Context: an optimization exercise on an open-source flow, tuned for small area, a short achievable clock period and few clock cycles. The choices shown serve that exercise and are no tape-out recipe.
The RTL was checked by simulation tests, not by an equivalence proof against the original design.
Power is estimated from default activity; no workload was simulated.

### design/flow/design.v
module dvb_rca #(parameter W = 8) (
    input  wire [W-1:0] a,
    input  wire [W-1:0] b,
    input  wire         ci,
    output wire [W-1:0] s,
    output wire         co
);
    wire [W:0] c;
    assign c[0] = ci;
    genvar i;
    generate
        for (i = 0; i < W; i = i + 1) begin : g_bit
            assign s[i]   = a[i] ^ b[i] ^ c[i];
            assign c[i+1] = (a[i] & b[i]) | (c[i] & (a[i] ^ b[i]));
        end
    endgenerate
    assign co = c[W];
endmodule
module dvb_voice (
    input  wire        clk,
    input  wire        rst,
    input  wire        cfg_we,
    input  wire [6:0]  cfg_addr,
    input  wire [7:0]  cfg_data,
    input  wire        cmd_valid,
    output wire        cmd_ready,
    input  wire [1:0]  cmd_op,
    input  wire [6:0]  cmd_note,
    input  wire [6:0]  cmd_vel,
    input  wire [15:0] cmd_count,
    output wire        out_valid,
    input  wire        out_ready,
    output wire [15:0] out_sample,
    output wire        active
);
    localparam [2:0] ENV_OFF     = 3'b000;
    localparam [2:0] ENV_ATTACK  = 3'b100;
    localparam [2:0] ENV_DECAY   = 3'b101;
    localparam [2:0] ENV_SUSTAIN = 3'b110;
    localparam [2:0] ENV_RELEASE = 3'b111;
    localparam [1:0] C_IDLE   = 2'd0;
    localparam [1:0] C_CMD    = 2'd1;
    localparam [1:0] C_NOTEON = 2'd2;
    localparam [1:0] C_RENDER = 2'd3;
    localparam [3:0] U_START = 4'd0;
    localparam [3:0] U_VIB   = 4'd1;
    localparam [3:0] U_U     = 4'd2;
    localparam [3:0] U_F     = 4'd3;
    localparam [3:0] U_FMOV  = 4'd4;
    localparam [3:0] U_FINE  = 4'd5;
    localparam [3:0] U_RMOV  = 4'd6;
    localparam [3:0] U_X     = 4'd7;
    localparam [3:0] U_XMOV  = 4'd8;
    localparam [3:0] U_DIV   = 4'd9;
    localparam [3:0] U_SSET  = 4'd10;
    localparam [3:0] U_SDIV  = 4'd11;
    localparam [3:0] U_KSET  = 4'd12;
    localparam [3:0] U_KMUL  = 4'd13;
    localparam [3:0] U_DONE  = 4'd14;
    localparam [3:0] U_PMOV  = 4'd15;
    reg [1:0]   initial_wave;
    reg [7:0]   seq_speed;
    reg [4:0]   seq_length;
    reg [7:0]   attack_length;
    reg [6:0]   attack_level;
    reg [7:0]   decay_length;
    reg [6:0]   decay_level;
    reg [7:0]   sustain_length;
    reg [6:0]   sustain_level;
    reg [7:0]   release_length;
    reg [7:0]   vib_delay;
    reg [5:0]   vib_speed;       
    reg [7:0]   vib_depth;
    reg [4:0]   arp_length;
    reg [31:0]  seq_waves;       
    reg [127:0] arp_offsets;     
    reg [15:0]  sample_rate;
    reg        cfg_we_q;
    reg [6:0]  cfg_addr_q;
    reg [7:0]  cfg_data_q;
    reg        rst_q;
    always @(posedge clk) begin
        cfg_we_q   <= cfg_we;
        cfg_addr_q <= cfg_addr;
        cfg_data_q <= cfg_data;
        rst_q      <= rst;
    end
    wire [1:0] cfg_wave  = (cfg_data_q[7:2] != 6'd0) ? 2'd3 : cfg_data_q[1:0];
    wire [6:0] cfg_level = (cfg_data_q[7] || (cfg_data_q[6] && cfg_data_q[5:0] != 6'd0)) ? 7'd64 : cfg_data_q[6:0];
    wire [4:0] cfg_len16 = ((cfg_data_q[7:5] != 3'd0) || (cfg_data_q[4] && cfg_data_q[3:0] != 4'd0)) ? 5'd16 : cfg_data_q[4:0];
    wire [7:0] wd      = cfg_data_q & {8{~rst_q}};
    wire [1:0] wd_wave = cfg_wave   & {2{~rst_q}};
    wire [6:0] wd_lvl  = cfg_level  & {7{~rst_q}};
    wire [4:0] wd_l16  = cfg_len16  & {5{~rst_q}};
    wire [7:0] wd_srl  = rst_q ? 8'd50 : cfg_data_q;
    function sel(input [6:0] a, input [6:0] v);
        sel = rst_q | (cfg_we_q & (a == v));
    endfunction
    localparam [111:0] SEQ_ADDR = {7'd61, 7'd58, 7'd55, 7'd52, 7'd49, 7'd46, 7'd43, 7'd40,
                                   7'd37, 7'd34, 7'd31, 7'd28, 7'd25, 7'd22, 7'd19, 7'd16};
    integer k;
    always @(posedge clk) begin
        if (sel(cfg_addr_q, 7'd1))  initial_wave   <= wd_wave;
        if (sel(cfg_addr_q, 7'd2))  seq_speed      <= wd;
        if (sel(cfg_addr_q, 7'd3))  seq_length     <= wd_l16;
        if (sel(cfg_addr_q, 7'd4))  attack_length  <= wd;
        if (sel(cfg_addr_q, 7'd5))  attack_level   <= wd_lvl;
        if (sel(cfg_addr_q, 7'd6))  decay_length   <= wd;
        if (sel(cfg_addr_q, 7'd7))  decay_level    <= wd_lvl;
        if (sel(cfg_addr_q, 7'd8))  sustain_length <= wd;
        if (sel(cfg_addr_q, 7'd9))  sustain_level  <= wd_lvl;
        if (sel(cfg_addr_q, 7'd10)) release_length <= wd;
        if (sel(cfg_addr_q, 7'd11)) vib_delay      <= wd;
        if (sel(cfg_addr_q, 7'd12)) vib_speed      <= wd[5:0];
        if (sel(cfg_addr_q, 7'd13)) vib_depth      <= wd;
        if (sel(cfg_addr_q, 7'd14)) arp_length     <= wd_l16;
        if (sel(cfg_addr_q, 7'd96)) sample_rate[7:0]  <= wd_srl;
        if (sel(cfg_addr_q, 7'd97)) sample_rate[15:8] <= wd;
        for (k = 0; k < 16; k = k + 1) begin
            if (sel(cfg_addr_q, SEQ_ADDR[7 * k +: 7]))
                seq_waves[2 * k +: 2] <= wd_wave;
            if (sel(cfg_addr_q, 7'd64 + k[6:0]))
                arp_offsets[8 * k +: 8] <= wd;
        end
    end
    wire       dl_gt;        
    wire [6:0] dl_dummy;
    wire       dl_ge_n;      
    dvb_rca #(7) u_dlcmp (.a(attack_level), .b(~decay_level), .ci(1'b1), .s(dl_dummy), .co(dl_ge_n));
    assign dl_gt = ~dl_ge_n;
    wire [6:0] decay_level_eff = dl_gt ? attack_level : decay_level;
    wire       sr_lt50  = (sample_rate[15:6] == 10'd0) &&
                          !(sample_rate[5] && sample_rate[4] && (sample_rate[3] || sample_rate[2] || sample_rate[1]));
    wire [15:0] rate_eff = sr_lt50 ? 16'd50 : sample_rate;
    reg [15:0] tick_acc;
    reg [6:0]  base_note;
    reg [6:0]  velocity;
    reg [21:0] phase;
    reg [21:0] phase_inc;
    reg [1:0]  active_wave;
    reg [3:0]  seq_step;
    reg [7:0]  seq_counter;
    reg [3:0]  arp_index;
    reg [5:0]  vib_phase;
    reg [7:0]  vib_delay_left;
    reg [2:0]  env_state;
    reg        active_q;        
    reg [7:0]  env_ticks;
    reg [22:0] env_volume;
    reg [28:0] vol_vel;         
    assign active = active_q;
    reg [3:0]  ust;
    reg [5:0]  cnt;
    reg        eng_next;        
    reg [32:0] acc;
    reg [22:0] qr;
    reg [21:0] pin;             
    wire       vdl_nz  = (vib_delay_left != 8'd0);
    wire [7:0] vdl_dec;
    wire       vdl_co;
    dvb_rca #(8) u_vdl (.a(vib_delay_left), .b(8'hff), .ci(1'b0), .s(vdl_dec), .co(vdl_co));
    wire [7:0] vdl_n   = vdl_nz ? vdl_dec : vib_delay_left;
    wire [5:0] vp_add;
    wire       vp_co;
    dvb_rca #(6) u_vp (.a(vib_phase), .b(vib_speed), .ci(1'b0), .s(vp_add), .co(vp_co));
    wire [5:0] vp_n    = vdl_nz ? vib_phase : vp_add;
    wire [4:0] ai_inc  = {1'b0, arp_index} + 5'd1;
    wire [4:0] ai_cmp_s;
    wire       ai_ge;           
    dvb_rca #(5) u_aic (.a(ai_inc), .b(~arp_length), .ci(1'b1), .s(ai_cmp_s), .co(ai_ge));
    wire [3:0] ai_n    = (arp_length == 5'd0) ? arp_index : (ai_ge ? 4'd0 : ai_inc[3:0]);
    wire       seq_on  = (seq_length != 5'd0) && (seq_speed != 8'd0);
    wire [7:0] sc_inc;
    wire       sc_co;
    dvb_rca #(8) u_sci (.a(seq_counter), .b(8'd0), .ci(1'b1), .s(sc_inc), .co(sc_co));
    wire [7:0] sc_cmp_s;
    wire       sc_cmp_co;       
    dvb_rca #(8) u_scc (.a(sc_inc), .b(~seq_speed), .ci(1'b1), .s(sc_cmp_s), .co(sc_cmp_co));
    wire       sc_ge   = sc_co | sc_cmp_co;
    wire       seq_adv = seq_on && sc_ge;
    wire [4:0] ss_inc  = {1'b0, seq_step} + 5'd1;
    wire [4:0] ss_cmp_s;
    wire       ss_ge;
    dvb_rca #(5) u_ssc (.a(ss_inc), .b(~seq_length), .ci(1'b1), .s(ss_cmp_s), .co(ss_ge));
    wire [1:0] seq_w   = seq_waves[2 * seq_step +: 2];
    wire [1:0] aw_n    = seq_adv ? seq_w : active_wave;
    wire [3:0] ss_n    = seq_adv ? (ss_ge ? 4'd0 : ss_inc[3:0]) : seq_step;
    wire [7:0] sc_n    = seq_adv ? 8'd0 : (seq_on ? sc_inc : seq_counter);
    function [21:0] wave_mask(input [1:0] w);
        wave_mask = (w == 2'd0) ? 22'h0fffff : (w == 2'd3) ? 22'h3fffff : 22'h1fffff;
    endfunction
    wire [7:0]  tk_inc;
    wire        tk_co;
    dvb_rca #(8) u_tki (.a(env_ticks), .b(8'd0), .ci(1'b1), .s(tk_inc), .co(tk_co));
    reg  [7:0]  len_sel;
    always @(*) begin
        case (env_state[1:0])
            2'b00:   len_sel = attack_length;
            2'b01:   len_sel = decay_length;
            2'b10:   len_sel = sustain_length;
            default: len_sel = release_length;
        endcase
    end
    wire [7:0]  tk_cmp_s;
    wire        tk_cmp_co;
    dvb_rca #(8) u_tkc (.a(tk_inc), .b(~len_sel), .ci(1'b1), .s(tk_cmp_s), .co(tk_cmp_co));
    wire        n_ge    = tk_co | tk_cmp_co;           
    wire        env_sub = (env_state[1:0] != 2'b00);
    wire [24:0] v_step;
    wire        v_co;
    dvb_rca #(25) u_vst (.a({2'b00, env_volume}), .b(env_sub ? ~{2'b00, qr} : {2'b00, qr}),
                         .ci(env_sub), .s(v_step), .co(v_co));
    wire [7:0]  va_s;
    wire        va_ge;
    dvb_rca #(8) u_vac (.a(v_step[23:16]), .b(~{1'b0, attack_level}), .ci(1'b1), .s(va_s), .co(va_ge));
    wire [7:0]  vd_s;
    wire        vd_ge;
    dvb_rca #(8) u_vdc (.a(v_step[23:16]), .b(~{1'b0, decay_level_eff}), .ci(v_step[15:0] != 16'd0), .s(vd_s), .co(vd_ge));
    wire        v_neg   = v_step[24];
    wire        vd_le   = v_neg | ~vd_ge;
    wire        vr_le   = v_neg | (v_step[23:0] == 24'd0);
    reg  [2:0]  st_n;
    reg  [7:0]  tk_n;
    reg  [22:0] vol_n;
    always @(*) begin
        st_n  = env_state;
        tk_n  = env_ticks;
        vol_n = env_volume;
        case (env_state)
            ENV_ATTACK: begin
                if (va_ge || n_ge) begin
                    tk_n = 8'd0;
                    if (decay_length == 8'd0) begin
                        st_n  = ENV_SUSTAIN;
                        vol_n = {sustain_level, 16'd0};
                    end else begin
                        st_n  = ENV_DECAY;
                        vol_n = {attack_level, 16'd0};
                    end
                end else begin
                    tk_n  = tk_inc;
                    vol_n = v_step[22:0];
                end
            end
            ENV_DECAY: begin
                if (vd_le || n_ge) begin
                    tk_n  = 8'd0;
                    st_n  = ENV_SUSTAIN;
                    vol_n = {sustain_level, 16'd0};
                end else begin
                    tk_n  = tk_inc;
                    vol_n = v_step[22:0];
                end
            end
            ENV_SUSTAIN: begin
                vol_n = {sustain_level, 16'd0};
                if (sustain_length != 8'd0) begin
                    tk_n = tk_inc;
                    if (n_ge) begin
                        tk_n = 8'd0;
                        if (release_length == 8'd0) begin
                            st_n  = ENV_OFF;
                            vol_n = 23'd0;
                        end else begin
                            st_n  = ENV_RELEASE;
                        end
                    end
                end
            end
            ENV_RELEASE: begin
                tk_n = tk_inc;
                if (vr_le || n_ge) begin
                    st_n  = ENV_OFF;
                    vol_n = 23'd0;
                end else begin
                    vol_n = v_step[22:0];
                end
            end
            default: ;
        endcase
    end
    wire [5:0] e_vp = eng_next ? vp_n : vib_phase;
    wire [3:0] e_ai = eng_next ? ai_n : arp_index;
    wire [1:0] e_aw = eng_next ? aw_n : active_wave;
    wire [3:0] sin_j = e_vp[3:0];
    reg [14:0] sin_mag;
    always @(*) begin
        case ({e_vp[4], sin_j})
            5'd0:  sin_mag = 15'd0;
            5'd1:  sin_mag = 15'd1606;
            5'd2:  sin_mag = 15'd3196;
            5'd3:  sin_mag = 15'd4756;
            5'd4:  sin_mag = 15'd6270;
            5'd5:  sin_mag = 15'd7723;
            5'd6:  sin_mag = 15'd9102;
            5'd7:  sin_mag = 15'd10394;
            5'd8:  sin_mag = 15'd11585;
            5'd9:  sin_mag = 15'd12665;
            5'd10: sin_mag = 15'd13623;
            5'd11: sin_mag = 15'd14449;
            5'd12: sin_mag = 15'd15137;
            5'd13: sin_mag = 15'd15679;
            5'd14: sin_mag = 15'd16069;
            5'd15: sin_mag = 15'd16305;
            5'd16: sin_mag = 15'd16384;
            5'd17: sin_mag = 15'd16305;
            5'd18: sin_mag = 15'd16069;
            5'd19: sin_mag = 15'd15679;
            5'd20: sin_mag = 15'd15137;
            5'd21: sin_mag = 15'd14449;
            5'd22: sin_mag = 15'd13623;
            5'd23: sin_mag = 15'd12665;
            5'd24: sin_mag = 15'd11585;
            5'd25: sin_mag = 15'd10394;
            5'd26: sin_mag = 15'd9102;
            5'd27: sin_mag = 15'd7723;
            5'd28: sin_mag = 15'd6270;
            5'd29: sin_mag = 15'd4756;
            5'd30: sin_mag = 15'd3196;
            default: sin_mag = 15'd1606;
        endcase
    end
    wire sin_neg  = e_vp[5];
    reg  [3:0]  u_oct;
    reg  [1:0]  u_m3;
    always @(*) begin
        case (pin[15:10])
            6'd0:  begin u_oct = 4'd0;  u_m3 = 2'd0; end
            6'd1:  begin u_oct = 4'd0;  u_m3 = 2'd1; end
            6'd2:  begin u_oct = 4'd0;  u_m3 = 2'd2; end
            6'd3:  begin u_oct = 4'd1;  u_m3 = 2'd0; end
            6'd4:  begin u_oct = 4'd1;  u_m3 = 2'd1; end
            6'd5:  begin u_oct = 4'd1;  u_m3 = 2'd2; end
            6'd6:  begin u_oct = 4'd2;  u_m3 = 2'd0; end
            6'd7:  begin u_oct = 4'd2;  u_m3 = 2'd1; end
            6'd8:  begin u_oct = 4'd2;  u_m3 = 2'd2; end
            6'd9:  begin u_oct = 4'd3;  u_m3 = 2'd0; end
            6'd10: begin u_oct = 4'd3;  u_m3 = 2'd1; end
            6'd11: begin u_oct = 4'd3;  u_m3 = 2'd2; end
            6'd12: begin u_oct = 4'd4;  u_m3 = 2'd0; end
            6'd13: begin u_oct = 4'd4;  u_m3 = 2'd1; end
            6'd14: begin u_oct = 4'd4;  u_m3 = 2'd2; end
            6'd15: begin u_oct = 4'd5;  u_m3 = 2'd0; end
            6'd16: begin u_oct = 4'd5;  u_m3 = 2'd1; end
            6'd17: begin u_oct = 4'd5;  u_m3 = 2'd2; end
            6'd18: begin u_oct = 4'd6;  u_m3 = 2'd0; end
            6'd19: begin u_oct = 4'd6;  u_m3 = 2'd1; end
            6'd20: begin u_oct = 4'd6;  u_m3 = 2'd2; end
            6'd21: begin u_oct = 4'd7;  u_m3 = 2'd0; end
            6'd22: begin u_oct = 4'd7;  u_m3 = 2'd1; end
            6'd23: begin u_oct = 4'd7;  u_m3 = 2'd2; end
            6'd24: begin u_oct = 4'd8;  u_m3 = 2'd0; end
            6'd25: begin u_oct = 4'd8;  u_m3 = 2'd1; end
            6'd26: begin u_oct = 4'd8;  u_m3 = 2'd2; end
            6'd27: begin u_oct = 4'd9;  u_m3 = 2'd0; end
            6'd28: begin u_oct = 4'd9;  u_m3 = 2'd1; end
            6'd29: begin u_oct = 4'd9;  u_m3 = 2'd2; end
            6'd30: begin u_oct = 4'd10; u_m3 = 2'd0; end
            6'd31: begin u_oct = 4'd10; u_m3 = 2'd1; end
            6'd32: begin u_oct = 4'd10; u_m3 = 2'd2; end
            6'd33: begin u_oct = 4'd11; u_m3 = 2'd0; end
            6'd34: begin u_oct = 4'd11; u_m3 = 2'd1; end
            6'd35: begin u_oct = 4'd11; u_m3 = 2'd2; end
            6'd36: begin u_oct = 4'd12; u_m3 = 2'd0; end
            6'd37: begin u_oct = 4'd12; u_m3 = 2'd1; end
            6'd38: begin u_oct = 4'd12; u_m3 = 2'd2; end
            6'd39: begin u_oct = 4'd13; u_m3 = 2'd0; end
            6'd40: begin u_oct = 4'd13; u_m3 = 2'd1; end
            6'd41: begin u_oct = 4'd13; u_m3 = 2'd2; end
            6'd42: begin u_oct = 4'd14; u_m3 = 2'd0; end
            6'd43: begin u_oct = 4'd14; u_m3 = 2'd1; end
            6'd44: begin u_oct = 4'd14; u_m3 = 2'd2; end
            6'd45: begin u_oct = 4'd15; u_m3 = 2'd0; end
            6'd46: begin u_oct = 4'd15; u_m3 = 2'd1; end
            default: begin u_oct = 4'd15; u_m3 = 2'd2; end
        endcase
    end
    wire [3:0] u_semi = {u_m3, pin[9:8]};
    reg [16:0] semi_rd;
    always @(*) begin
        case (u_semi)
            4'd0:  semi_rd = 17'd65536;
            4'd1:  semi_rd = 17'd69433;
            4'd2:  semi_rd = 17'd73562;
            4'd3:  semi_rd = 17'd77936;
            4'd4:  semi_rd = 17'd82570;
            4'd5:  semi_rd = 17'd87480;
            4'd6:  semi_rd = 17'd92682;
            4'd7:  semi_rd = 17'd98193;
            4'd8:  semi_rd = 17'd104032;
            4'd9:  semi_rd = 17'd110218;
            4'd10: semi_rd = 17'd116772;
            4'd11: semi_rd = 17'd123715;
            default: semi_rd = 17'd65536;
        endcase
    end
    wire [7:0]  arp_entry = arp_offsets[8 * e_ai +: 8];
    wire [7:0]  arp_eff   = (arp_length != 5'd0) ? arp_entry : 8'd0;
    wire [7:0]  note_b;
    wire        note_bc;
    dvb_rca #(7) u_nb (.a(base_note), .b(7'd39), .ci(1'b0), .s(note_b[6:0]), .co(note_bc));
    assign note_b[7] = note_bc;
    wire [10:0] note_a;
    wire        note_co;
    dvb_rca #(11) u_note (.a({3'd0, note_b}), .b({{3{arp_eff[7]}}, arp_eff}), .ci(1'b0),
                          .s(note_a), .co(note_co));
    wire [5:0] div_n0 = (e_aw == 2'd0) ? 6'd20 : (e_aw == 2'd3) ? 6'd22 : 6'd21;    
    wire [5:0] div_n;
    wire       div_n_co;
    dvb_rca #(6) u_divn (.a(div_n0), .b({2'd0, u_oct}), .ci(1'b0), .s(div_n), .co(div_n_co));
    wire [5:0] div_kp;
    wire       div_kp_co;
    dvb_rca #(6) u_divk (.a(div_n), .b(6'd42), .ci(1'b0), .s(div_kp), .co(div_kp_co));    
    wire [5:0] kp_cmp_s;
    wire       kp_ge;           
    dvb_rca #(6) u_kpc (.a(cnt), .b(~div_kp), .ci(1'b1), .s(kp_cmp_s), .co(kp_ge));
    wire       num_live = div_kp[5] | (div_kp == 6'd0) | kp_ge;
    wire [6:0] dec_diff;
    wire       dec_co;
    dvb_rca #(7) u_ddf (.a(attack_level), .b(~decay_level_eff), .ci(1'b1), .s(dec_diff), .co(dec_co));
    reg [6:0] st_lvl;
    reg [7:0] st_len;
    always @(*) begin
        case (env_state[1:0])
            2'b00:   begin st_lvl = attack_level;  st_len = attack_length;  end
            2'b01:   begin st_lvl = dec_diff;      st_len = decay_length;   end
            default: begin st_lvl = sustain_level; st_len = release_length; end
        endcase
    end
    localparam [5:0] C55 = 6'd55;
    reg        mbit;
    always @(*) begin
        case (ust)
            U_VIB:   mbit = vib_depth[cnt[2:0]];
            U_F:     mbit = pin[cnt[2:0]];
            U_FINE:  mbit = qr[16];
            U_X:     mbit = C55[cnt[2:0]];
            U_KMUL:  mbit = velocity[cnt[2:0]];
            default: mbit = 1'b0;
        endcase
    end
    reg [32:0] mval;
    reg        mneg;
    always @(*) begin
        mneg = 1'b0;
        case (ust)
            U_START: mval = {{16{note_a[10]}}, note_a, 6'd0};
            U_VIB:   begin mval = {18'd0, sin_mag}; mneg = sin_neg; end
            U_F:     mval = 33'd3897;
            U_FINE:  mval = {16'd0, semi_rd};
            U_X:     mval = {16'd0, qr[16:0]};
            U_DIV:   begin mval = {17'd0, rate_eff}; mneg = ~acc[32]; end
            U_SDIV:  begin mval = {25'd0, st_len}; mneg = ~acc[32]; end
            U_KMUL:  mval = {10'd0, eng_next ? vol_n : env_volume};
            default: mval = 33'd0;
        endcase
    end
    wire div_st  = (ust == U_DIV) || (ust == U_SDIV);
    wire div_fd  = qr[22] & ((ust == U_SDIV) | num_live);
    wire acc_clr = (ust == U_START) || (ust == U_U) || (ust == U_FMOV) || (ust == U_RMOV) ||
                   (ust == U_XMOV) || (ust == U_SSET) || (ust == U_KSET);
    wire acc_add = (ust == U_START) || div_st || mbit;
    wire [32:0] acc_a = acc_clr ? 33'd0 : {acc[31:0], div_st & div_fd};
    wire [32:0] acc_b = acc_add ? (mneg ? ~mval : mval) : 33'd0;
    wire [32:0] acc_sum;
    wire        acc_co;
    dvb_rca #(33) u_acc (.a(acc_a), .b(acc_b), .ci(acc_add & mneg), .s(acc_sum), .co(acc_co));
    wire [26:0] u_raw  = acc[32:6];
    wire        u_over = (u_raw[25:16] != 10'd0) || (u_raw[15] && u_raw[14]);
    wire [15:0] u_cl   = u_raw[26] ? 16'd0 : u_over ? 16'd49151 : u_raw[15:0];
    wire [5:0] cnt_dec;
    wire       cnt_co;
    dvb_rca #(6) u_cnt (.a(cnt), .b(6'h3f), .ci(1'b0), .s(cnt_dec), .co(cnt_co));
    wire       cnt_z = (cnt == 6'd0);
    wire eng_ready = (ust == U_DONE) && eng_next;
    reg  [7:0] w_mag;
    reg        w_neg;
    wire [7:0] w_lin = phase[19] ? {1'b0, phase[18:16], 4'd0} : {~|phase[18:16], phase[18:16] == 3'd0 ? 3'd0 : (3'd0 - phase[18:16]), 4'd0};
    always @(*) begin
        w_mag = 8'd0;
        w_neg = 1'b0;
        case (active_wave)
            2'd0: begin    
                w_neg = ~phase[19];
                w_mag = w_lin;
            end
            2'd1: begin    
                w_neg = phase[20];
                w_mag = 8'd64;
            end
            2'd2: begin    
                w_neg = phase[20] ^ ~phase[19];
                w_mag = w_lin;
            end
            default: begin    
                w_neg = phase[21];
                case (phase[20:16])
                    5'd0:  w_mag = 8'd0;
                    5'd1:  w_mag = 8'd12;
                    5'd2:  w_mag = 8'd25;
                    5'd3:  w_mag = 8'd37;
                    5'd4:  w_mag = 8'd49;
                    5'd5:  w_mag = 8'd60;
                    5'd6:  w_mag = 8'd71;
                    5'd7:  w_mag = 8'd81;
                    5'd8:  w_mag = 8'd90;
                    5'd9:  w_mag = 8'd98;
                    5'd10: w_mag = 8'd106;
                    5'd11: w_mag = 8'd112;
                    5'd12: w_mag = 8'd117;
                    5'd13: w_mag = 8'd122;
                    5'd14: w_mag = 8'd125;
                    5'd15: w_mag = 8'd126;
                    5'd16: w_mag = 8'd127;
                    5'd17: w_mag = 8'd126;
                    5'd18: w_mag = 8'd125;
                    5'd19: w_mag = 8'd122;
                    5'd20: w_mag = 8'd117;
                    5'd21: w_mag = 8'd112;
                    5'd22: w_mag = 8'd106;
                    5'd23: w_mag = 8'd98;
                    5'd24: w_mag = 8'd90;
                    5'd25: w_mag = 8'd81;
                    5'd26: w_mag = 8'd71;
                    5'd27: w_mag = 8'd60;
                    5'd28: w_mag = 8'd49;
                    5'd29: w_mag = 8'd37;
                    5'd30: w_mag = 8'd25;
                    default: w_mag = 8'd12;
                endcase
            end
        endcase
    end
    wire [7:0] wm = w_mag & {8{env_state[2]}};
    wire       wn = w_neg & env_state[2];
    wire [28:0] ppn [0:6];
    wire [35:0] prn [0:6];
    genvar gi;
    generate
        for (gi = 0; gi < 7; gi = gi + 1) begin : g_pp
            assign ppn[gi] = ~({29{wm[gi]}} & vol_vel);
        end
        assign prn[0] = {7'h7f, ppn[0]};
        for (gi = 1; gi < 7; gi = gi + 1) begin : g_row
            wire [28:0] rs;
            wire        rc;
            dvb_rca #(29) u_row (.a(prn[gi-1][28+gi:gi]), .b(ppn[gi]), .ci(1'b1), .s(rs), .co(rc));
            if (gi < 6) begin : g_mid
                assign prn[gi] = {{(6-gi){1'b1}}, rc, rs, prn[gi-1][gi-1:0]};
            end else begin : g_last
                assign prn[gi] = {rc, rs, prn[gi-1][gi-1:0]};
            end
        end
    endgenerate
    wire [20:0] s_x = wm[7] ? vol_vel[28:8] : ~prn[6][35:15];
    wire [13:0] s_a = s_x[20:7];
    wire [13:0] s_c;
    wire        s_cc;
    dvb_rca #(14) u_dc (.a(s_a), .b({7'd0, s_x[6:0]}), .ci(1'b0), .s(s_c), .co(s_cc));
    wire [7:0]  s_a2 = {s_cc, s_c[13:7]};
    wire [7:0]  s_s;
    wire        s_sc;
    dvb_rca #(8) u_ds (.a(s_a2), .b({1'b0, s_c[6:0]}), .ci(1'b0), .s(s_s), .co(s_sc));
    wire        s_e2 = (s_s[7:1] == 7'h7f);
    wire        s_e1 = s_s[7] | (s_s[6:0] == 7'h7f);
    wire [7:0]  s_t;
    wire        s_tc;
    dvb_rca #(8) u_dt (.a(s_a2), .b({6'd0, s_e2, s_e1 & ~s_e2}), .ci(1'b0), .s(s_t), .co(s_tc));
    wire [13:0] s_q0;
    wire        s_qc;
    dvb_rca #(14) u_dq (.a(s_a), .b({6'd0, s_t}), .ci(1'b0), .s(s_q0), .co(s_qc));
    wire [15:0] s_q = {1'b0, s_qc, s_q0};
    wire [15:0] sample;
    wire        smp_co;
    dvb_rca #(16) u_neg (.a(s_q ^ {16{wn}}), .b(16'd0), .ci(wn), .s(sample), .co(smp_co));
    wire [21:0] ph_sum;
    wire        ph_co;
    dvb_rca #(22) u_ph (.a(phase), .b(phase_inc), .ci(1'b0), .s(ph_sum), .co(ph_co));
    wire [15:0] tick_sum;
    wire        tick_c;
    dvb_rca #(16) u_ts (.a(tick_acc), .b(16'd50), .ci(1'b0), .s(tick_sum), .co(tick_c));
    wire [15:0] tick_dif;
    wire        tick_dc;
    dvb_rca #(16) u_td (.a(tick_sum), .b(~rate_eff), .ci(1'b1), .s(tick_dif), .co(tick_dc));
    wire        tick_due = tick_c | tick_dc;
    wire [15:0] fl_dec;
    wire        fl_co;
    dvb_rca #(16) u_fl (.a(frames_left), .b(16'hffff), .ci(1'b0), .s(fl_dec), .co(fl_co));
    reg [1:0]  ctl;
    reg        cmd_ready_q;
    reg        out_valid_q;     
    reg        ov;              
    reg [15:0] out_sample_q;
    reg        sv;              
    reg [15:0] skid;
    reg [15:0] frames_left;     
    reg [1:0]  op_q;
    reg        ticked;
    assign cmd_ready  = cmd_ready_q;
    assign out_valid  = out_valid_q;
    assign out_sample = out_sample_q;
    wire fl_zero    = (frames_left == 16'd0);
    wire need_tick  = !ticked && env_state[2] && tick_due;
    wire prod_slot  = (ctl == C_RENDER) && !sv && !fl_zero;
    wire prod_frame = prod_slot && !need_tick;
    wire do_tick    = prod_slot && need_tick && eng_ready;
    wire o_free     = ~ov | out_ready;
    wire prod       = prod_frame;
    always @(posedge clk) begin
        if (rst) begin
            active_q <= 1'b0;
        end else if (ctl == C_CMD) begin
            if (op_q == 2'd0)
                active_q <= 1'b1;
            else if (op_q == 2'd1 && env_state[1:0] != 2'b11 && release_length == 8'd0)
                active_q <= 1'b0;
        end else if (do_tick) begin
            active_q <= st_n[2];
        end
    end
    always @(posedge clk) begin
        if (rst) begin
            ctl         <= C_IDLE;
            cmd_ready_q <= 1'b1;
            out_valid_q <= 1'b0;
            ov          <= 1'b0;
            sv          <= 1'b0;
        end else begin
            case (ctl)
                C_IDLE: begin
                    if (cmd_valid) begin
                        cmd_ready_q <= 1'b0;
                        ctl         <= (cmd_op == 2'd2) ? C_RENDER : C_CMD;
                    end
                end
                C_CMD: begin
                    case (op_q)
                        2'd0: begin
                            ctl <= C_NOTEON;
                        end
                        2'd1: begin
                            ctl         <= C_IDLE;
                            cmd_ready_q <= 1'b1;
                        end
                        default: begin
                            ctl         <= C_IDLE;
                            cmd_ready_q <= 1'b1;
                        end
                    endcase
                end
                C_NOTEON: begin
                    if (ust == U_DONE && !eng_next) begin
                        ctl         <= C_IDLE;
                        cmd_ready_q <= 1'b1;
                    end
                end
                default: begin    
                    if (o_free) begin
                        ov          <= sv | prod_frame;
                        out_valid_q <= sv | prod_frame;
                        sv          <= 1'b0;
                        if (fl_zero && !sv) begin
                            ctl         <= C_IDLE;
                            cmd_ready_q <= 1'b1;
                        end
                    end else if (prod_frame) begin
                        sv <= 1'b1;
                    end
                end
            endcase
        end
    end
    always @(posedge clk) begin
        if (rst_q) begin
            ticked    <= 1'b0;
            env_state <= ENV_OFF;
        end else if (ctl == C_CMD) begin
            if (op_q == 2'd0) begin
                if (attack_length != 8'd0)
                    env_state <= ENV_ATTACK;
                else if (decay_length != 8'd0)
                    env_state <= ENV_DECAY;
                else
                    env_state <= ENV_SUSTAIN;
            end else if (op_q == 2'd1) begin
                if (env_state[2] && env_state[1:0] != 2'b11) begin
                    if (release_length == 8'd0)
                        env_state <= ENV_OFF;
                    else
                        env_state <= ENV_RELEASE;
                end
            end
        end else if (do_tick) begin
            ticked    <= 1'b1;
            env_state <= st_n;
        end else if (prod) begin
            ticked <= 1'b0;
        end
    end
    wire        ta_en  = rst_q | do_tick | (prod & env_state[2] & !ticked);
    wire [15:0] ta_val = (do_tick ? tick_dif : tick_sum) & {16{~rst_q}};
    always @(posedge clk)
        if (ta_en)
            tick_acc <= ta_val;
    wire        ph_clr = (ctl == C_CMD) && (op_q == 2'd0);
    wire        ph_en  = ph_clr | (do_tick & st_n[2]) | (prod & env_state[2]);
    wire [21:0] ph_d   = (do_tick ? (phase & wave_mask(aw_n)) : (ph_sum & wave_mask(active_wave))) & {22{~ph_clr}};
    always @(posedge clk)
        if (ph_en)
            phase <= ph_d;
    always @(posedge clk) begin
        if (ctl == C_RENDER) begin
            if (o_free && (sv || prod_frame))
                out_sample_q <= sv ? skid : sample;
            if (!o_free && prod_frame)
                skid <= sample;
        end
        case (ctl)
            C_IDLE: begin
                frames_left <= cmd_count;
                op_q        <= cmd_op;
                if (cmd_valid && cmd_op == 2'd0) begin
                    base_note <= cmd_note;
                    velocity  <= cmd_vel;
                end
            end
            C_CMD: begin
                if (op_q == 2'd0) begin
                    seq_step       <= 4'd0;
                    seq_counter    <= 8'd0;
                    active_wave    <= initial_wave;
                    arp_index      <= 4'd0;
                    vib_phase      <= 6'd0;
                    vib_delay_left <= vib_delay;
                    env_ticks      <= 8'd0;
                    if (attack_length != 8'd0)
                        env_volume <= 23'd0;
                    else if (decay_length != 8'd0)
                        env_volume <= {attack_level, 16'd0};
                    else
                        env_volume <= {sustain_level, 16'd0};
                end else if (op_q == 2'd1) begin
                    if (env_state[2] && env_state[1:0] != 2'b11) begin
                        env_ticks <= 8'd0;
                        if (release_length == 8'd0)
                            env_volume <= 23'd0;
                    end
                end
            end
            C_NOTEON: begin
                if (ust == U_DONE && !eng_next) begin
                    phase_inc <= pin;
                    vol_vel   <= acc[28:0];
                end
            end
            default: begin    
                if (do_tick) begin
                    env_ticks  <= tk_n;
                    env_volume <= vol_n;
                    if (st_n[2]) begin
                        vib_delay_left <= vdl_n;
                        vib_phase      <= vp_n;
                        arp_index      <= ai_n;
                        seq_counter    <= sc_n;
                        seq_step       <= ss_n;
                        active_wave    <= aw_n;
                        phase_inc      <= pin;
                        vol_vel        <= acc[28:0];
                    end
                end
                if (prod) begin
                    frames_left <= fl_dec;
                end
            end
        endcase
    end
    always @(posedge clk) begin
        if (rst_q) begin
            ust      <= U_DONE;
            eng_next <= 1'b0;
        end else begin
            case (ust)
                U_START: ust <= U_VIB;
                U_VIB:   if (cnt_z) ust <= U_U;
                U_U:     ust <= (u_cl[7:0] == 8'd0) ? U_RMOV : U_F;
                U_F:     if (cnt_z) ust <= U_FMOV;
                U_FMOV:  ust <= (acc[19:8] == 12'd0) ? U_RMOV : U_FINE;
                U_FINE:  if (cnt_z) ust <= U_RMOV;
                U_RMOV:  ust <= U_X;
                U_X:     if (cnt_z) ust <= U_XMOV;
                U_XMOV:  ust <= U_DIV;
                U_DIV:   if (cnt_z) ust <= U_PMOV;
                U_PMOV:  ust <= eng_next ? U_SSET : U_KSET;
                U_SSET:  ust <= U_SDIV;
                U_SDIV:  if (cnt_z) ust <= U_KSET;
                U_KSET:  ust <= (!eng_next && env_state[1:0] == 2'b00) ? U_DONE : U_KMUL;
                U_KMUL:  if (cnt_z) ust <= U_DONE;
                U_DONE: begin
                    if (!eng_next && ctl == C_NOTEON) begin
                        eng_next <= 1'b1;
                        ust      <= U_START;
                    end
                end
            endcase
            if (cfg_we_q || do_tick) begin
                eng_next <= 1'b1;
                ust      <= U_START;
            end else if (ctl == C_CMD && op_q == 2'd0) begin
                eng_next <= 1'b0;
                ust      <= U_START;
            end else if (ctl == C_CMD && op_q == 2'd1 && eng_next &&
                         (ust == U_SSET || ust == U_SDIV || ust == U_KSET || ust == U_KMUL || ust == U_DONE)) begin
                ust <= U_SSET;
            end
        end
    end
    always @(posedge clk) begin
        case (ust)
            U_START, U_U, U_FMOV, U_RMOV, U_XMOV, U_SSET, U_KSET, U_VIB, U_F, U_FINE, U_X, U_KMUL, U_DIV, U_SDIV:
                acc <= acc_sum;
            default: ;
        endcase
        case (ust)
            U_START: cnt <= 6'd7;
            U_U:     begin pin <= {6'd0, u_cl}; cnt <= 6'd7; end
            U_FMOV:  begin qr <= {6'd0, 5'b10000, acc[19:8]}; cnt <= 6'd16; end
            U_FINE:  begin qr <= {qr[21:0], 1'b0}; cnt <= cnt_dec; end
            U_RMOV:  begin qr <= {6'd0, (acc[32:16] == 17'd0) ? semi_rd : acc[32:16]}; cnt <= 6'd5; end
            U_XMOV:  begin qr <= acc[22:0]; cnt <= div_n; end
            U_DIV:   begin qr <= {qr[21:0], ~acc_sum[32]}; cnt <= cnt_dec; end
            U_PMOV:  pin <= {qr[21] & (div_n != 6'd20), qr[20:0]};
            U_SSET:  begin qr <= {st_lvl, 16'd0}; cnt <= 6'd22; end
            U_SDIV:  begin qr <= {qr[21:0], ~acc_sum[32]}; cnt <= cnt_dec; end
            U_KSET:  cnt <= 6'd6;
            U_VIB, U_F, U_X, U_KMUL: cnt <= cnt_dec;
            default: ;
        endcase
    end
endmodule
### design/flow/run.sh
#!/bin/bash
# synth_recipe.tcl (not shown) runs the flow's synth.tcl, then flattens the netlist and writes it again
# the make line also repeats each setting of config.mk as NAME=value (left out here)
make -C /OpenROAD-flow-scripts/flow DESIGN_CONFIG=/design/flow/config.mk WORK_HOME=/design/flow/orfs CLKGATE_MAP_FILE= SYNTH_SCRIPT=/design/flow/synth_recipe.tcl finish
### design/flow/config.mk
export PLATFORM = sky130hd
export DESIGN_NAME = dvb_voice
export DESIGN_NICKNAME = dvb_voice
export VERILOG_FILES = /design/flow/design.v
export SDC_FILE = /design/flow/constraint.sdc
export NUM_CORES = 4
export LEC_CHECK = 0
export ABC_AREA = 1
export ABC_CLOCK_PERIOD_IN_PS = 100000
export CAP_MARGIN = 20
export CORE_MARGIN = 2
export CORE_UTILIZATION = 40
export PLACE_DENSITY = 0.6
export SLEW_MARGIN = 20
### design/flow/constraint.sdc
create_clock -name core_clock -period 180.0 [get_ports {clk}]
set_input_delay 36.0000 -clock core_clock [delete_from_list [all_inputs] [get_ports {clk}]]
set_output_delay 36.0000 -clock core_clock [all_outputs]
set_load 0.01 [all_outputs]
==> impl_results.md, run 1 <==
- Worst slew pin tran: approximately 1.2 ns
- Share of layout cells above drive strength 1: 0.05669
- Crit path depth: 1
- Critical path class: register to output port
- Pin count of the biggest net entering global routing: 62
- FF-to-FF End: out_sample_q[14]
- Clock Tree Buf Depth: 3
- Overflow after GRT: 0
- CP max stage delay: approximately 0.56 ns
- Synth top cells by count: nand2_1, edfxtp_1, inv_1, nor2_1, fa_1
- Root buffer selected by CTS: clkbuf_16
- # Max-Cap Violations: 0
- H-tree Lvls: 3
- Main flop type after synthesis: edfxtp_1
- Most frequent cell after synthesis: nand2_1
- Crit path cell chain: clkdlybuf4s50_1
- Die area: about 100000 sq um
- Final Hold Fails: 0
- CTS Hold Bufs: 0
- Vias in the first global route: slightly below 30000
- Die width: between 300 and 400 um
- Post-synth top area cell: edfxtp_1
- Rows: about 120
- DRT iter0 DRCs: about 3300
- CTS buffer count: 73
- Clk slew on worst S/H paths: 0.06 ns
- Average wire per standard cell: around 21 um
- Initial core utilization: 0.4050
- Slew margin rel.: 0.2042
- Final Setup Violations: 0
- Syn_nets: roughly 4700
- Postcts setup bufs: 0
- Antenna cells: 0
- Status: complete, no violations
- Final nets: around 4700
- CP arrival: 1.58 ns
- Worst path bufs/invs: 1
- HP Start: pin[18]
- LEAKAGE: approximately 19 nW
- Drt drc: 0
- Synthesized area: about 40000 sq um
- Async S/R FF share, synth: 0
- Critical Path Fanout Max: 3
- Detail Route Antenna Nets: 0
- CTS tree: yes
- Top post-synthesis cells by area: edfxtp_1, fa_1, nand2_1
- First-pass GRT wire length: 175700 um
- Vias/cell: roughly 5.4
- Total Neg Setup Slack: 0 ns
- Die H: about 320 um
- DRT Pass-1 Iters: 6
- Worst min-delay path class: register to register
- Min Tclk post-route: around 38 ns
- Initial antenna violation count: 1
- Vias: 29833
- Cell family with most CP delay: buffers and inverters
- Syn avg cell area: ~9.7 sq um
- Clk sinks: ~620
- Worst Path Required: around 140 ns
- Worst Setup Start Kind: register
- Max Fclk: ~27 MHz
- Final Max Tran Viols: 0
- EDFF count, synth: between 500 and 600
- Reg2reg setup slack: 151.82 ns
- Sequential share of the synthesized area: 0.4515
- Placeable core area: 98710 sq um
- Synthesized netlist cell count: 4133
- Yosys reg bits: 616
- Worst R2R Path Depth: 80
- # resized after CTS: 0
- RSZ-0062 raised after global routing: false
- P&R area growth vs syn: 12.15%
- Routed WL: 114900 um
- Final Worst Setup Slack: 142.42 ns
- Crit. End Element: output port
- Clk Latency, worst-skew pair: around 0.67 ns
- Yosys warns: 1
- Hold Crit Depth: 0
- Peak supply drop: between 0.000009 and 0.00001 V
- Pwr dens: approximately 14 nW/um^2
- I/O Buffers: 70
- Crit path launch: ov
- Clock Skews: 0.04866 ns
- DP Worst Slack: 142.19 ns
- Final Wtd Congestion: slightly below 1
- DPL Wire Length: about 86000 um
- Top cell type's share of synthesized area: 0.4289
- Hold EP: phase_inc[18]
- Slowest CP cell: clkdlybuf4s50_1
- Worst flop-to-flop path startpoint: active_wave[0]
- IO Pins: between 70 and 80
- GRT Util Overall: 0.2247
- Final cycle utilization of the critical path: 0.2088
- Yosys cell types: 59
## per-stage QoR
step | hold slack (ns) | power, mW | area, sq um | utilization | cells
2_1_floorplan | 0.4003 | 0.3748 | 39980 | - | 4133
3_3_place_gp | 0.4028 | 0.4559 | 42300 | 0.4285 | 5403
3_5_place_dp | 0.4054 | 0.4596 | 42310 | 0.4286 | 5403
4_1_cts | 0.4196 | 0.6154 | 44810 | 0.4540 | 5537
5_1_grt | 0.4227 | 0.6561 | 44830 | 0.4542 | 5538
6_report | 0.4184 | 0.6149 | 44830 | 0.4542 | 5538
## power by group
| group | total [mW] | switching (mW) | internal [mW] | leakage (nW) |
|---|---|---|---|---|
| Combinational | 0.245 | 0.162 | 0.0826 | 11.8 |
| Sequential | 0.216 | 0.0234 | 0.193 | 5.85 |
| Clock | 0.154 | 0.0634 | 0.0907 | 1.21 |
| Total | 0.615 | 0.249 | 0.366 | 18.9 |
## cells in the final DEF, fill, tap and decap left out, drive strengths merged, types with 6 or more instances in the layout
cell,instances
o22ai,28
inv,571
buf,76
a32o,9
edfxtp,571
ha,196
a21boi,6
nor2,492
a211oi,13
fa,286
a22oi,16
o21ai,276
nor3,36
clkdlybuf4s50,70
or2,10
o31ai,21
a31oi,15
nand4,24
bufinv,9
nand3,177
xnor2,21
o221ai,29
clkinv,42
dfxtp,45
xor2,29
nor4,22
a21oi,159
a221oi,25
o21a,14
o211ai,26
nand2,798
clkbuf,86
o2111ai,13
## how the worst max path moves through the flow
stage | endpoint | slack, ns
final | out_valid | 142.42
after global routing | out_valid | 142.36
after CTS | out_valid | 142.37
after detailed placement | out_sample_q[7] | 142.19
after global placement | out_sample_q[6] | 142.22
after floorplan | skid[0] | 142.79
## worst register-to-register path, delay by kind of cell, from the launching register on
kind	cells	cell delay, ns
fa+ha+maj	57	23.56
simple gates	7	1.71
buf+inv	9	0.91
flops	1	0.64
xor+xnor	3	0.56
compound gates	4	0.52
## per-layer routing
metal / part of all wire / vias to the layer above / global-route usage / wire, um
met1: 0.42 / 14518 / 0.3051 / 48660
met4: 0.036 / 2 / 0.07981 / 4120
met2: 0.47 / 1138 / 0.3676 / 53890
met5: 0.00011 / - / 0 / 13
met3: 0.071 / 194 / 0.03296 / 8211
li1: - / 13981 / - / -
## registers in the layout, summed over array words and instances (netlist names), 16 cells and up, named ones only
| register | cells |
|---|---|
| env_volume | 23 |
| phase_inc | 22 |
| frames_left | 16 |
| tick_acc | 16 |
| phase | 22 |
| acc | 33 |
| out_sample_q | 16 |
| seq_waves | 32 |
| sample_rate | 16 |
| skid | 16 |
| arp_offsets | 128 |
| vol_vel | 29 |
| qr | 23 |
| pin | 22 |
## final cells by class
class | count | area [sq um]
Clock buffer | 85 | 1924
Fill cell | 9423 | 53870
Sequential cell | 616 | 18050
Inverter | 576 | 2162
Clock inverter | 49 | 579.3
Tap cell | 1287 | 1610
Timing Repair Buffer | 147 | 1285
Multi-Input combinational cell | 2778 | 19220
## kinds of logic (layout without fill, tap and decap cells)
family,after synthesis,in the layout,share of synthesized area
and+or+nand+nor,1566,1566,0.1597
buffers and inverters,739,857,0.07020
AOI/OAI and AO/OA,676,676,0.1021
DFF,616,616,0.4515
adders and majority gates,482,482,0.2046
xor gates and xnor gates,50,50,0.01095
muxes,4,4,0.001002
Testbench counts, summed over its fixed seeds: cycles 646,383.
==> run 2, diff against run 1 <==
--- a/design/flow/design.v
+++ b/design/flow/design.v
@@ -283,117 +283,16 @@
     wire [3:0] e_ai = eng_next ? ai_n : arp_index;
     wire [1:0] e_aw = eng_next ? aw_n : active_wave;
     wire [3:0] sin_j = e_vp[3:0];
-    reg [14:0] sin_mag;
-    always @(*) begin
-        case ({e_vp[4], sin_j})
-            5'd0:  sin_mag = 15'd0;
-            5'd1:  sin_mag = 15'd1606;
-            5'd2:  sin_mag = 15'd3196;
-            5'd3:  sin_mag = 15'd4756;
-            5'd4:  sin_mag = 15'd6270;
-            5'd5:  sin_mag = 15'd7723;
-            5'd6:  sin_mag = 15'd9102;
-            5'd7:  sin_mag = 15'd10394;
-            5'd8:  sin_mag = 15'd11585;
-            5'd9:  sin_mag = 15'd12665;
-            5'd10: sin_mag = 15'd13623;
-            5'd11: sin_mag = 15'd14449;
-            5'd12: sin_mag = 15'd15137;
-            5'd13: sin_mag = 15'd15679;
-            5'd14: sin_mag = 15'd16069;
-            5'd15: sin_mag = 15'd16305;
-            5'd16: sin_mag = 15'd16384;
-            5'd17: sin_mag = 15'd16305;
-            5'd18: sin_mag = 15'd16069;
-            5'd19: sin_mag = 15'd15679;
-            5'd20: sin_mag = 15'd15137;
-            5'd21: sin_mag = 15'd14449;
-            5'd22: sin_mag = 15'd13623;
-            5'd23: sin_mag = 15'd12665;
-            5'd24: sin_mag = 15'd11585;
-            5'd25: sin_mag = 15'd10394;
-            5'd26: sin_mag = 15'd9102;
-            5'd27: sin_mag = 15'd7723;
-            5'd28: sin_mag = 15'd6270;
-            5'd29: sin_mag = 15'd4756;
-            5'd30: sin_mag = 15'd3196;
-            default: sin_mag = 15'd1606;
-        endcase
-    end
+    localparam [479:0] SIN_TAB = {15'd1606, 15'd3196, 15'd4756, 15'd6270, 15'd7723, 15'd9102, 15'd10394, 15'd11585, 15'd12665, 15'd13623, 15'd14449, 15'd15137, 15'd15679, 15'd16069, 15'd16305, 15'd16384, 15'd16305, 15'd16069, 15'd15679, 15'd15137, 15'd14449, 15'd13623, 15'd12665, 15'd11585, 15'd10394, 15'd9102, 15'd7723, 15'd6270, 15'd4756, 15'd3196, 15'd1606, 15'd0};
+    wire [14:0] sin_mag = SIN_TAB[15 * e_vp[4:0] +: 15];
     wire sin_neg  = e_vp[5];
-    reg  [3:0]  u_oct;
-    reg  [1:0]  u_m3;
-    always @(*) begin
-        case (pin[15:10])
-            6'd0:  begin u_oct = 4'd0;  u_m3 = 2'd0; end
-            6'd1:  begin u_oct = 4'd0;  u_m3 = 2'd1; end
-            6'd2:  begin u_oct = 4'd0;  u_m3 = 2'd2; end
-            6'd3:  begin u_oct = 4'd1;  u_m3 = 2'd0; end
-            6'd4:  begin u_oct = 4'd1;  u_m3 = 2'd1; end
-            6'd5:  begin u_oct = 4'd1;  u_m3 = 2'd2; end
-            6'd6:  begin u_oct = 4'd2;  u_m3 = 2'd0; end
-            6'd7:  begin u_oct = 4'd2;  u_m3 = 2'd1; end
-            6'd8:  begin u_oct = 4'd2;  u_m3 = 2'd2; end
-            6'd9:  begin u_oct = 4'd3;  u_m3 = 2'd0; end
-            6'd10: begin u_oct = 4'd3;  u_m3 = 2'd1; end
-            6'd11: begin u_oct = 4'd3;  u_m3 = 2'd2; end
-            6'd12: begin u_oct = 4'd4;  u_m3 = 2'd0; end
-            6'd13: begin u_oct = 4'd4;  u_m3 = 2'd1; end
-            6'd14: begin u_oct = 4'd4;  u_m3 = 2'd2; end
-            6'd15: begin u_oct = 4'd5;  u_m3 = 2'd0; end
-            6'd16: begin u_oct = 4'd5;  u_m3 = 2'd1; end
-            6'd17: begin u_oct = 4'd5;  u_m3 = 2'd2; end
-            6'd18: begin u_oct = 4'd6;  u_m3 = 2'd0; end
-            6'd19: begin u_oct = 4'd6;  u_m3 = 2'd1; end
-            6'd20: begin u_oct = 4'd6;  u_m3 = 2'd2; end
-            6'd21: begin u_oct = 4'd7;  u_m3 = 2'd0; end
-            6'd22: begin u_oct = 4'd7;  u_m3 = 2'd1; end
-            6'd23: begin u_oct = 4'd7;  u_m3 = 2'd2; end
-            6'd24: begin u_oct = 4'd8;  u_m3 = 2'd0; end
-            6'd25: begin u_oct = 4'd8;  u_m3 = 2'd1; end
-            6'd26: begin u_oct = 4'd8;  u_m3 = 2'd2; end
-            6'd27: begin u_oct = 4'd9;  u_m3 = 2'd0; end
-            6'd28: begin u_oct = 4'd9;  u_m3 = 2'd1; end
-            6'd29: begin u_oct = 4'd9;  u_m3 = 2'd2; end
-            6'd30: begin u_oct = 4'd10; u_m3 = 2'd0; end
-            6'd31: begin u_oct = 4'd10; u_m3 = 2'd1; end
-            6'd32: begin u_oct = 4'd10; u_m3 = 2'd2; end
-            6'd33: begin u_oct = 4'd11; u_m3 = 2'd0; end
-            6'd34: begin u_oct = 4'd11; u_m3 = 2'd1; end
-            6'd35: begin u_oct = 4'd11; u_m3 = 2'd2; end
-            6'd36: begin u_oct = 4'd12; u_m3 = 2'd0; end
-            6'd37: begin u_oct = 4'd12; u_m3 = 2'd1; end
-            6'd38: begin u_oct = 4'd12; u_m3 = 2'd2; end
-            6'd39: begin u_oct = 4'd13; u_m3 = 2'd0; end
-            6'd40: begin u_oct = 4'd13; u_m3 = 2'd1; end
-            6'd41: begin u_oct = 4'd13; u_m3 = 2'd2; end
-            6'd42: begin u_oct = 4'd14; u_m3 = 2'd0; end
-            6'd43: begin u_oct = 4'd14; u_m3 = 2'd1; end
-            6'd44: begin u_oct = 4'd14; u_m3 = 2'd2; end
-            6'd45: begin u_oct = 4'd15; u_m3 = 2'd0; end
-            6'd46: begin u_oct = 4'd15; u_m3 = 2'd1; end
-            default: begin u_oct = 4'd15; u_m3 = 2'd2; end
-        endcase
-    end
+    localparam [383:0] OCT_TAB = {6'd47, 6'd47, 6'd47, 6'd47, 6'd47, 6'd47, 6'd47, 6'd47, 6'd47, 6'd47, 6'd47, 6'd47, 6'd47, 6'd47, 6'd47, 6'd47, 6'd47, 6'd31, 6'd15, 6'd46, 6'd30, 6'd14, 6'd45, 6'd29, 6'd13, 6'd44, 6'd28, 6'd12, 6'd43, 6'd27, 6'd11, 6'd42, 6'd26, 6'd10, 6'd41, 6'd25, 6'd9, 6'd40, 6'd24, 6'd8, 6'd39, 6'd23, 6'd7, 6'd38, 6'd22, 6'd6, 6'd37, 6'd21, 6'd5, 6'd36, 6'd20, 6'd4, 6'd35, 6'd19, 6'd3, 6'd34, 6'd18, 6'd2, 6'd33, 6'd17, 6'd1, 6'd32, 6'd16, 6'd0};
+    wire [5:0]  u_om  = OCT_TAB[6 * pin[15:10] +: 6];
+    wire [3:0]  u_oct = u_om[3:0];
+    wire [1:0]  u_m3  = u_om[5:4];
     wire [3:0] u_semi = {u_m3, pin[9:8]};
-    reg [16:0] semi_rd;
-    always @(*) begin
-        case (u_semi)
-            4'd0:  semi_rd = 17'd65536;
-            4'd1:  semi_rd = 17'd69433;
-            4'd2:  semi_rd = 17'd73562;
-            4'd3:  semi_rd = 17'd77936;
-            4'd4:  semi_rd = 17'd82570;
-            4'd5:  semi_rd = 17'd87480;
-            4'd6:  semi_rd = 17'd92682;
-            4'd7:  semi_rd = 17'd98193;
-            4'd8:  semi_rd = 17'd104032;
-            4'd9:  semi_rd = 17'd110218;
-            4'd10: semi_rd = 17'd116772;
-            4'd11: semi_rd = 17'd123715;
-            default: semi_rd = 17'd65536;
-        endcase
-    end
+    localparam [271:0] SEMI_TAB = {17'd65536, 17'd65536, 17'd65536, 17'd65536, 17'd123715, 17'd116772, 17'd110218, 17'd104032, 17'd98193, 17'd92682, 17'd87480, 17'd82570, 17'd77936, 17'd73562, 17'd69433, 17'd65536};
+    wire [16:0] semi_rd = SEMI_TAB[17 * u_semi +: 17];
     wire [7:0]  arp_entry = arp_offsets[8 * e_ai +: 8];
     wire [7:0]  arp_eff   = (arp_length != 5'd0) ? arp_entry : 8'd0;
     wire [7:0]  note_b;
@@ -473,6 +372,7 @@
     dvb_rca #(6) u_cnt (.a(cnt), .b(6'h3f), .ci(1'b0), .s(cnt_dec), .co(cnt_co));
     wire       cnt_z = (cnt == 6'd0);
     wire eng_ready = (ust == U_DONE) && eng_next;
+    localparam [255:0] WSIN_TAB = {8'd12, 8'd25, 8'd37, 8'd49, 8'd60, 8'd71, 8'd81, 8'd90, 8'd98, 8'd106, 8'd112, 8'd117, 8'd122, 8'd125, 8'd126, 8'd127, 8'd126, 8'd125, 8'd122, 8'd117, 8'd112, 8'd106, 8'd98, 8'd90, 8'd81, 8'd71, 8'd60, 8'd49, 8'd37, 8'd25, 8'd12, 8'd0};
     reg  [7:0] w_mag;
     reg        w_neg;
     wire [7:0] w_lin = phase[19] ? {1'b0, phase[18:16], 4'd0} : {~|phase[18:16], phase[18:16] == 3'd0 ? 3'd0 : (3'd0 - phase[18:16]), 4'd0};
@@ -494,40 +394,7 @@
             end
             default: begin    
                 w_neg = phase[21];
-                case (phase[20:16])
-                    5'd0:  w_mag = 8'd0;
-                    5'd1:  w_mag = 8'd12;
-                    5'd2:  w_mag = 8'd25;
-                    5'd3:  w_mag = 8'd37;
-                    5'd4:  w_mag = 8'd49;
-                    5'd5:  w_mag = 8'd60;
-                    5'd6:  w_mag = 8'd71;
-                    5'd7:  w_mag = 8'd81;
-                    5'd8:  w_mag = 8'd90;
-                    5'd9:  w_mag = 8'd98;
-                    5'd10: w_mag = 8'd106;
-                    5'd11: w_mag = 8'd112;
-                    5'd12: w_mag = 8'd117;
-                    5'd13: w_mag = 8'd122;
-                    5'd14: w_mag = 8'd125;
-                    5'd15: w_mag = 8'd126;
-                    5'd16: w_mag = 8'd127;
-                    5'd17: w_mag = 8'd126;
-                    5'd18: w_mag = 8'd125;
-                    5'd19: w_mag = 8'd122;
-                    5'd20: w_mag = 8'd117;
-                    5'd21: w_mag = 8'd112;
-                    5'd22: w_mag = 8'd106;
-                    5'd23: w_mag = 8'd98;
-                    5'd24: w_mag = 8'd90;
-                    5'd25: w_mag = 8'd81;
-                    5'd26: w_mag = 8'd71;
-                    5'd27: w_mag = 8'd60;
-                    5'd28: w_mag = 8'd49;
-                    5'd29: w_mag = 8'd37;
-                    5'd30: w_mag = 8'd25;
-                    default: w_mag = 8'd12;
-                endcase
+                w_mag = WSIN_TAB[8 * phase[20:16] +: 8];
             end
         endcase
     end
--- a/design/flow/config.mk
+++ b/design/flow/config.mk
@@ -9,6 +9,6 @@
 export ABC_CLOCK_PERIOD_IN_PS = 100000
 export CAP_MARGIN = 20
 export CORE_MARGIN = 2
-export CORE_UTILIZATION = 40
-export PLACE_DENSITY = 0.6
+export CORE_UTILIZATION = 55
+export PLACE_DENSITY = 0.7
 export SLEW_MARGIN = 20
==> impl_results.md, run 2 <==
- Commonest non-fill, non-tap cell in the layout: nand2_1 (unchanged)
- Final Setup Violations: 0 (unchanged)
- Synthesized area: 39590 sq um (was 39980 sq um)
- Final nets: 4684 (was 4726)
- Worst path bufs/invs: 1 (unchanged)
- Clk sinks: 603 (was 616)
- Crit path cell chain: clkdlybuf4s50_1 (unchanged)
- Die area: 74150 sq um (was 102500 sq um)
- Die H: 272.3 um (was 320.1 um)
- I/O Buffers: 70 (unchanged)
- Synthesized netlist cell count: 4097 (was 4133)
- Final instance area: 43670 sq um (was 44830 sq um)
- # resized after CTS: 0 (unchanged)
- Share of layout cells above drive strength 1: 0.05327 (was 0.05669)
- Syn_nets: 4628 (was 4667)
- Rows: 98 (was 115)
- LEAKAGE: 18.54 nW (was 18.91 nW)
- Postcts setup bufs: 0 (unchanged)
- Vias: 29912 (was 29833)
- Syn avg cell area: 9.664 sq um (was 9.672 sq um)
- Clk slew on worst S/H paths: 0.06 ns (about the same)
- Final core occ: 0.6120 (was 0.4542)
- Fin cells: 5155 (was 5538)
- CP max stage delay: 0.54 ns (was 0.56 ns)
- Final Worst Setup Slack: 142.51 ns (was 142.42 ns)
- Pin count of the biggest net entering global routing: 66 (was 62)
- Most flops, register: arp_offsets (unchanged)
- Yosys warns: 1 (unchanged)
- Yosys cell types: 64 (was 59)
- Post-synth top area cell: edfxtp_1 (unchanged)
- HP Start: pin[17] (was pin[18])
- Top cell type's share of synthesized area: 0.4331 (was 0.4289)
- Async S/R FF share, synth: 0 (unchanged)
- EDFF count, synth: 571 (unchanged)
- Most frequent cell after synthesis: nand2_1 (unchanged)
- Top post-synthesis cells by area: edfxtp_1, fa_1, nand2_1 (unchanged)
- Average wire per standard cell: 20.74 um (was 20.75 um)
- Peak supply drop: 0.00001178 V (was 0.000009128 V)
- First-pass GRT wire length: 165300 um (was 175700 um)
- CTS buffer count: 68 (was 73)
- Drt drc: 0 (unchanged)
- CP arrival: 1.49 ns (was 1.58 ns)
- Slowest CP cell: clkdlybuf4s50_1 (unchanged)
- Main flop type after synthesis: edfxtp_1 (unchanged)
- Final Hold Fails: 0 (unchanged)
- DRT Pass-1 Iters: 9 (was 6)
- DRT iter0 DRCs: 3189 (was 3280)
- Die width: 272.3 um (was 320.1 um)
- Crit path launch: ov (unchanged)
- Final cycle utilization of the critical path: 0.2083 (was 0.2088)
- Sequential share of the synthesized area: 0.4492 (was 0.4515)
- Placeable core area: 71360 sq um (was 98710 sq um)
- Slew margin rel.: 0.1718 (was 0.2042)
- Worst flop-to-flop path startpoint: env_state[1] (was active_wave[0])
- Clk Latency, worst-skew pair: 0.63 ns (was 0.67 ns)
- Worst min-delay path class: register to register (unchanged)
- DP Area: 41450 sq um (was 42310 sq um)
- Clock Tree Buf Depth: 3 (unchanged)
- Yosys reg bits: 603 (was 616)
- Total Neg Setup Slack: 0 ns (unchanged)
- # Max-Cap Violations: 0 (unchanged)
- Critical Path Fanout Max: 3 (unchanged)
- Largest regs: arp_offsets x128, acc x33, seq_waves x32 (unchanged)
- Final Max Tran Viols: 0 (unchanged)
- H-tree Lvls: 3 (unchanged)
- Routed WL: 106900 um (was 114900 um)
- FF-to-FF End: qr[0] (was out_sample_q[14])
- Overflow after GRT: 0 (unchanged)
- Hold EP: phase_inc[17] (was phase_inc[18])
- Worst slew pin tran: 1.231 ns (was 1.181 ns)
- Hold Crit Depth: 0 (unchanged)
- IO Pins: 71 (unchanged)
- Antenna cells: 0 (unchanged)
- Worst Setup Start Kind: register (unchanged)
- Worst R2R Path Depth: 76 (was 80)
- Placed cell count: 5033 (was 5403)
- DP Worst Slack: 142.16 ns (was 142.19 ns)
- Worst Path Required: 144.00 ns (about the same)
- RSZ-0062 raised after global routing: false (unchanged)
- Final Wtd Congestion: 0.9752 (was 0.9872)
- Initial core utilization: 0.5548 (was 0.4050)
- Largest register FFs: 128 (unchanged)
- CTS tree: yes (unchanged)
- DPL Wire Length: 79770 um (was 86270 um)
- Max Fclk: 26.67 MHz (was 26.61 MHz)
- Critical path class: register to output port (unchanged)
- GRT Util Overall: 0.2903 (was 0.2247)
- Initial antenna violation count: 3 (was 1)
- Detail Route Antenna Nets: 0 (unchanged)
- Cell family with most CP delay: buffers and inverters (unchanged)
- Min Tclk post-route: 37.49 ns (was 37.58 ns)
- Most frequent cells in the layout: nand2_1, edfxtp_1, inv_1 (unchanged)
- P&R area growth vs syn: 10.31% (was 12.15%)
- Reg2reg setup slack: 151.38 ns (was 151.82 ns)
- Status: complete, no violations (unchanged)
- CTS Hold Bufs: 0 (unchanged)
- Root buffer selected by CTS: clkbuf_16 (unchanged)
- Clock Skews: 0.03438 ns (was 0.04866 ns)
- Vias in the first global route: 28806 (was 29095)
- Crit. End Element: output port (unchanged)
- Pwr dens: 13.25 nW/um^2 (was 13.71 nW/um^2)
- Synth top cells by count: nand2_1, edfxtp_1, inv_1, nor2_1, fa_1 (unchanged)
- Vias/cell: 5.803 (was 5.387)
-- run 2: worst max path at each step --
stage | end | slack [ns] | cells after the start
2_1_floorplan | skid[0] | 142.79 | 3
3_3_place_gp | cmd_ready_q | 142.20 | 10
3_5_place_dp | cmd_ready_q | 142.16 | 10
4_1_cts | out_valid | 142.48 | 1
5_1_grt | out_valid | 142.46 | 1
6_report | out_valid | 142.51 | 1
-- run 2: stage by stage --
stage / hold slack (ns) / total power [mW]
2_1_floorplan: 0.4003 / 0.3630
3_3_place_gp: 0.4038 / 0.4338
3_5_place_dp: 0.4054 / 0.4383
4_1_cts: 0.4175 / 0.5781
5_1_grt: 0.4280 / 0.6154
6_report: 0.4167 / 0.5788
-- run 2: final cells by class --
cell class | instances | area (sq um)
Clock inverter | 39 | 427.9
Tap cell | 950 | 1189
Clock buffer | 83 | 1779
Inverter | 585 | 2198
Timing Repair Buffer | 136 | 1196
Multi-Input combinational cell | 2759 | 19100
Sequential cell | 603 | 17790
Fill cell | 5961 | 27690
-- run 2: per-layer routing --
metal / GRT usage / wire length [um] / vias up
met2: 0.4867 / 51180 / 1414
met3: 0.03262 / 7992 / 323
met5: 0 / 0 / -
li1: - / - / 13837
met4: 0.1392 / 5930 / 0
met1: 0.3787 / 41790 / 14338
-- run 2: kinds of logic (layout without fill, tap and decap cells) --
group | Yosys count | count (layout) | synth area share
compound gates | 661 | 661 | 0.1014
fa+ha+maj | 479 | 479 | 0.2056
buf+inv | 735 | 843 | 0.07063
mux | 2 | 2 | 0.0005056
xor+xnor | 51 | 51 | 0.01128
simple gates | 1566 | 1566 | 0.1614
flops | 603 | 603 | 0.4492
-- run 2: power breakdown --
group | internal (mW) | leakage (nW) | total [mW] | switching [mW]
Sequential | 0.188 | 5.75 | 0.208 | 0.0196
Clock | 0.0800 | 1.06 | 0.138 | 0.0584
Combinational | 0.0779 | 11.7 | 0.233 | 0.155
Total | 0.346 | 18.5 | 0.579 | 0.233
-- run 2: worst register-to-register path: cells and delay by family (launching register included) --
kind,cells,cell delay [ns]
AO/OA/AOI/OAI,4,0.63
adder cells (fa/ha/maj),55,24.35
AND/OR/NAND/NOR,9,1.91
buffers and inverters,6,0.53
flip-flops,1,0.56
XOR/XNOR,2,0.42
Testbench counts of run 2, summed over its fixed seeds: cycles 646,383.

## re-timing with driven ports
No port has a modelled driver above. Below, the same layouts with a new extraction and two added sets of constraints. Step 1: set_driving_cell puts a clkbuf_16 on clk and a buf_2 on each other input, an assumption about the parent block. Step 2 also shifts input and output timing later by t, the mid clock arrival at the registers, as if the neighbouring blocks saw the same clock. Three values: ideal, step 1, step 2; two values: the first two.
| run | t (ns) | slack for setup (ns) | worst hold slack (ns) | worst setup path after step 2 |
|---|---|---|---|---|
| run 1 | 0.706 | 142.417 / 142.355 / 142.187 | 0.418 / 0.418 / 0.418 | input to register |
| run 2 | 0.674 | 142.508 / 142.445 / 142.155 | 0.417 / 0.417 / 0.417 | input to register |
After both steps setup and hold are still met in every run listed. The setup slack of run 2, which loses most, moves by -0.063 ns with the drivers and by -0.353 ns with both steps.
